Source: an optimization exercise on an open RTL-to-GDS flow (aim: small area, a short achievable clock period and few clock cycles). Production flows keep margins and buffers that such runs may drop. Function was checked by simulation only, so behaviour that the tests miss may differ from the original. Power figures rest on the tool's default switching activity, not on a simulated workload.

Setup of the previous run:
// nabu_engine
module nabu_engine (
    input  wire        clk,
    input  wire        rst,
    input  wire        rx_valid,
    output wire        rx_ready,
    input  wire [7:0]  rx_data,
    output wire        tx_valid,
    input  wire        tx_ready,
    output wire [7:0]  tx_data,
    output wire        st_req_valid,
    input  wire        st_req_ready,
    output wire [23:0] st_seg,
    output wire [7:0]  st_pkt,
    input  wire        st_rsp_valid,
    output wire        st_rsp_ready,
    input  wire [1:0]  st_rsp_kind,
    input  wire [15:0] st_rsp_len,
    input  wire [15:0] st_rsp_offset,
    input  wire        st_rsp_last,
    input  wire        st_dat_valid,
    output wire        st_dat_ready,
    input  wire [7:0]  st_dat,
    input  wire [7:0]  tod_wd,
    input  wire [7:0]  tod_mo,
    input  wire [7:0]  tod_dd,
    input  wire [7:0]  tod_hh,
    input  wire [7:0]  tod_mi,
    input  wire [7:0]  tod_ss
);
clock: 5.0 ns
lec_check: 0
abc_area: 1
cap_margin: 20
core_margin: 2
core_utilization: 65
cts_buf_list: sky130_fd_sc_hd__clkbuf_8
setup_slack_margin: 2.8
slew_margin: 20
standard.sh (not shown) runs the stock make flow with config.mk's settings and CLKGATE_MAP_FILE= SYNTH_SCRIPT=/design/flow/synth_recipe.tcl, a recipe that flattens the netlist after the stock synthesis.
==> flow/flow/run.sh <==
#!/bin/bash
# The standard layout, with the port buffers made of buf_2 cells instead of
# the cell buffer_ports picks by default. The output of the whole run goes to
# standard.log in the folder this runs in.
export BUFFER_PORTS_ARGS="-buffer_cell sky130_fd_sc_hd__buf_2"
bash standard.sh > standard.log 2>&1
Testbench counts of the previous run, summed over its fixed seeds: cycles 192,739.
Here is what was changed in the inputs of the current run compared with the previous run.
==> flow/flow/run.sh <==
#!/bin/bash
# The standard layout, with the port buffers made of buf_1 cells instead of
# the cell buffer_ports picks by default. The output of the whole run goes to
# standard.log in the folder this runs in.
export BUFFER_PORTS_ARGS="-buffer_cell sky130_fd_sc_hd__buf_1"
bash standard.sh > standard.log 2>&1
Results
- The current run did not stop at any stage, and its layout met the timing, design-rule and antenna checks.
- The previous run → the current run: filler cell count went down by 0.31%; power density normalized to cell area went up by about 2.3%.
- The current run against the previous run: total power draw rose about 2.5%; switching portion of total power lost 2.0 points; number of non-clock buffers went up 9.6%.
- In the current run, the wire length came out 0.51% above the value in the previous run.
- Compared with the previous run, in the current run final period demand of the worst path went up; post-placement worst setup slack now larger; delay of the slowest critical-path stage went down 300 ps; growth of design area from synthesis to finish now larger.


Another version of the RTL of nabu_engine (not shown whole).
Size: ~960 cells after synthesis, roughly 170 flip-flops, ~150 I/O pins, roughly 9100 µm² of cells after synthesis.
clock: 5.0 ns
lec_check: 0
cap_margin: 20
core_margin: 2
core_utilization: 40
cts_buf_list: sky130_fd_sc_hd__clkbuf_8
setup_slack_margin: 2.8
slew_margin: 20
==> flow/flow/run.sh <==
#!/bin/bash
# The standard layout, with the port buffers made of buf_2 cells instead of
# the cell buffer_ports picks by default. The output of the whole run goes to
# standard.log in the folder this runs in.
export BUFFER_PORTS_ARGS="-buffer_cell sky130_fd_sc_hd__buf_2"
bash standard.sh > standard.log 2>&1
Testbench counts at the start, summed over its fixed seeds: cycles 192,988.
Next try:
Settings changed: ABC_AREA from default to 1, CORE_UTILIZATION 40 to 65, SETUP_SLACK_MARGIN 2.8 to 2.9.
After rerunning:
- The new run finished clean
- final area came out higher by 4.6%
- power came out higher by 31%
- synthesized area came out lower by about 1.1%
- flip-flop and latch count does not change


nabu_engine again, from the RTL that the note above started with.
Settings: LEC_CHECK=0, CAP_MARGIN=20, CORE_MARGIN=2, CORE_UTILIZATION=40, CTS_BUF_LIST=sky130_fd_sc_hd__clkbuf_8, SETUP_SLACK_MARGIN=2.4, SLEW_MARGIN=20; clock period 5.0 ns.
Scripts as last shown in full above: flow/flow/run.sh
The starting point went through all stages and came out clean.
Testbench counts at the start, summed over its fixed seeds: cycles 192,988.
Edit:
--- a/flow/config.mk
+++ b/flow/config.mk
@@ -7,2 +7,3 @@
 export LEC_CHECK = 0
+export ABC_AREA = 1
 export CAP_MARGIN = 20
@@ -11,3 +12,3 @@
 export CTS_BUF_LIST = sky130_fd_sc_hd__clkbuf_8
-export SETUP_SLACK_MARGIN = 2.4
+export SETUP_SLACK_MARGIN = 2.8
 export SLEW_MARGIN = 20
Flip-flop and latch count does not change.
Die area decreases slightly.
Clock skew barely changes.
Global-route usage increases by 1.7 points.
Cell count increases by roughly a tenth.
Sequential power rose by roughly a tenth.
Routed wire length rose by a few percent.
Combinational power went up to 3.2 times its value.
Critical path depth rises by 5.
Register-to-register slack gains 0.39 ns.


Setup of run 1:
nabu_engine again, from the RTL that the note above started with.
==> flow/config.mk <==
export PLATFORM = sky130hd
export DESIGN_NAME = nabu_engine
export DESIGN_NICKNAME = nabu_engine
export VERILOG_FILES = /design/flow/design.v
export SDC_FILE = /design/flow/constraint.sdc
export NUM_CORES = 4
export LEC_CHECK = 0
export CAP_MARGIN = 20
export CORE_MARGIN = 2
export CORE_UTILIZATION = 40
export CTS_BUF_LIST = sky130_fd_sc_hd__clkbuf_8
export SETUP_SLACK_MARGIN = 3.1
export SLEW_MARGIN = 20
==> flow/constraint.sdc <==
create_clock -name core_clock -period 5.0 [get_ports {clk}]
set_input_delay 1.0000 -clock core_clock [delete_from_list [all_inputs] [get_ports {clk}]]
set_output_delay 1.0000 -clock core_clock [all_outputs]
set_load 0.01 [all_outputs]
Scripts as last shown in full above: flow/flow/run.sh
Testbench counts of run 1, summed over its fixed seeds: cycles 192,988.
The following lists how run 2 was set up differently from run 1:
-- flow/config.mk --
<<< run 1, line 8
>>> run 2, line 8
export ABC_AREA = 1
<<< run 1, line 12
export SETUP_SLACK_MARGIN = 3.1
>>> run 2, line 13
export SETUP_SLACK_MARGIN = 3.0
### Flow results
The standard cells in run 2 occupy less silicon area than those in run 1 do.
Comparing run 2 and run 1, the higher highest clock rate is on run 2.
Taking run 1 as the reference, in run 2 reported net switching power grew by about 43%; initial core utilization higher; number of violations of the max-capacitance limit shows no meaningful change; detailed-route wire length went up 120 microns.
Run 2 has sequential share of the synthesized area above what run 1 had.
In the tables for run 2 and run 1, area growth from synthesis to layout reads lower with run 2.
Global-route usage on run 2 is up relative to run 1.
Between run 1 and run 2, the flow reports wire length of the first global-routing pass increasing slightly.
Changes in run 3 relative to run 2:
-- flow/config.mk --
<<< run 2, line 8
export ABC_AREA = 1
>>> run 3, line 8
<<< run 2, line 13
export SETUP_SLACK_MARGIN = 3.0
>>> run 3, line 12
Findings:
- Run 3 ran to completion and came out clean on the timing, design-rule and antenna checks.
- Run 3 ends up with a depth of the critical timing path with buffers and inverters included that is 9 higher than in run 2.
- Per the comparison of run 3 with run 2, overall fraction of global-route tracks in use went down by 2.8 points; post-route worst hold slack barely changed; global-route wire length before repair down about 11%; total negative slack did not really move; setup slack shows a reduction of 930 ps.
- Run 3 gives less detailed-router iteration count before antenna repair than run 2 did.
- Per the comparison of run 3 with run 2, number of hold violations in the final report now sits at about the same level; final design area excluding fillers dropped 13%; count of fill cells added during filler insertion saw an increase.
- Re maximum frequency from static timing analysis: run 2 and run 3 aren't equal, and the lower value belongs to run 3.

-- what the ideal ports hide --
How much do the figures lean on ideal ports? The routed layouts below were timed once more, with nothing changed but the port constraints. Step 1, drivers: a clkbuf_16 drives clk and a buf_2 each remaining input, both assumed. Step 2 adds t to the input delays and takes it off the output delays; t is the mean of the earliest and latest rising clock arrival at the registers after step 1. Input paths then give back, and output paths get back, about the clock's delay inside the block. Three values: ideal ports, drivers, drivers and shift; two values: the first two.
run	t (ns)	slack for setup (ns)	latest minus earliest clock arrival (ns)	slew at the worst register clock pin (ns)
the previous run	0.505	2.843 / 2.805 / 2.352	0.014 / 0.014	0.10 / 0.10
the current run	0.514	2.820 / 2.815 / 2.307	0.017 / 0.017	0.10 / 0.10
the first run of note 2	0.509	2.766 / 2.766 / 2.386	0.022 / 0.022	0.11 / 0.11
the second run of note 2	0.532	2.752 / 2.752 / 2.220	0.013 / 0.013	0.10 / 0.10
the first run of note 3	0.497	2.542 / 2.542 / 2.185	0.023 / 0.023	0.11 / 0.11
the second run of note 3	0.508	2.828 / 2.816 / 2.322	0.022 / 0.022	0.11 / 0.11
run 1	0.516	2.831 / 2.792 / 2.410	0.028 / 0.027	0.12 / 0.12
run 2	0.511	2.863 / 2.819 / 2.353	0.032 / 0.032	0.11 / 0.11
run 3	0.504	1.935 / 1.935 / 1.782	0.016 / 0.015	0.10 / 0.10
After both steps setup and hold are still met in every run listed. For the second run of note 2, which loses most, drivers alone change the setup slack by 0.000 ns; drivers and shift together by -0.532 ns.
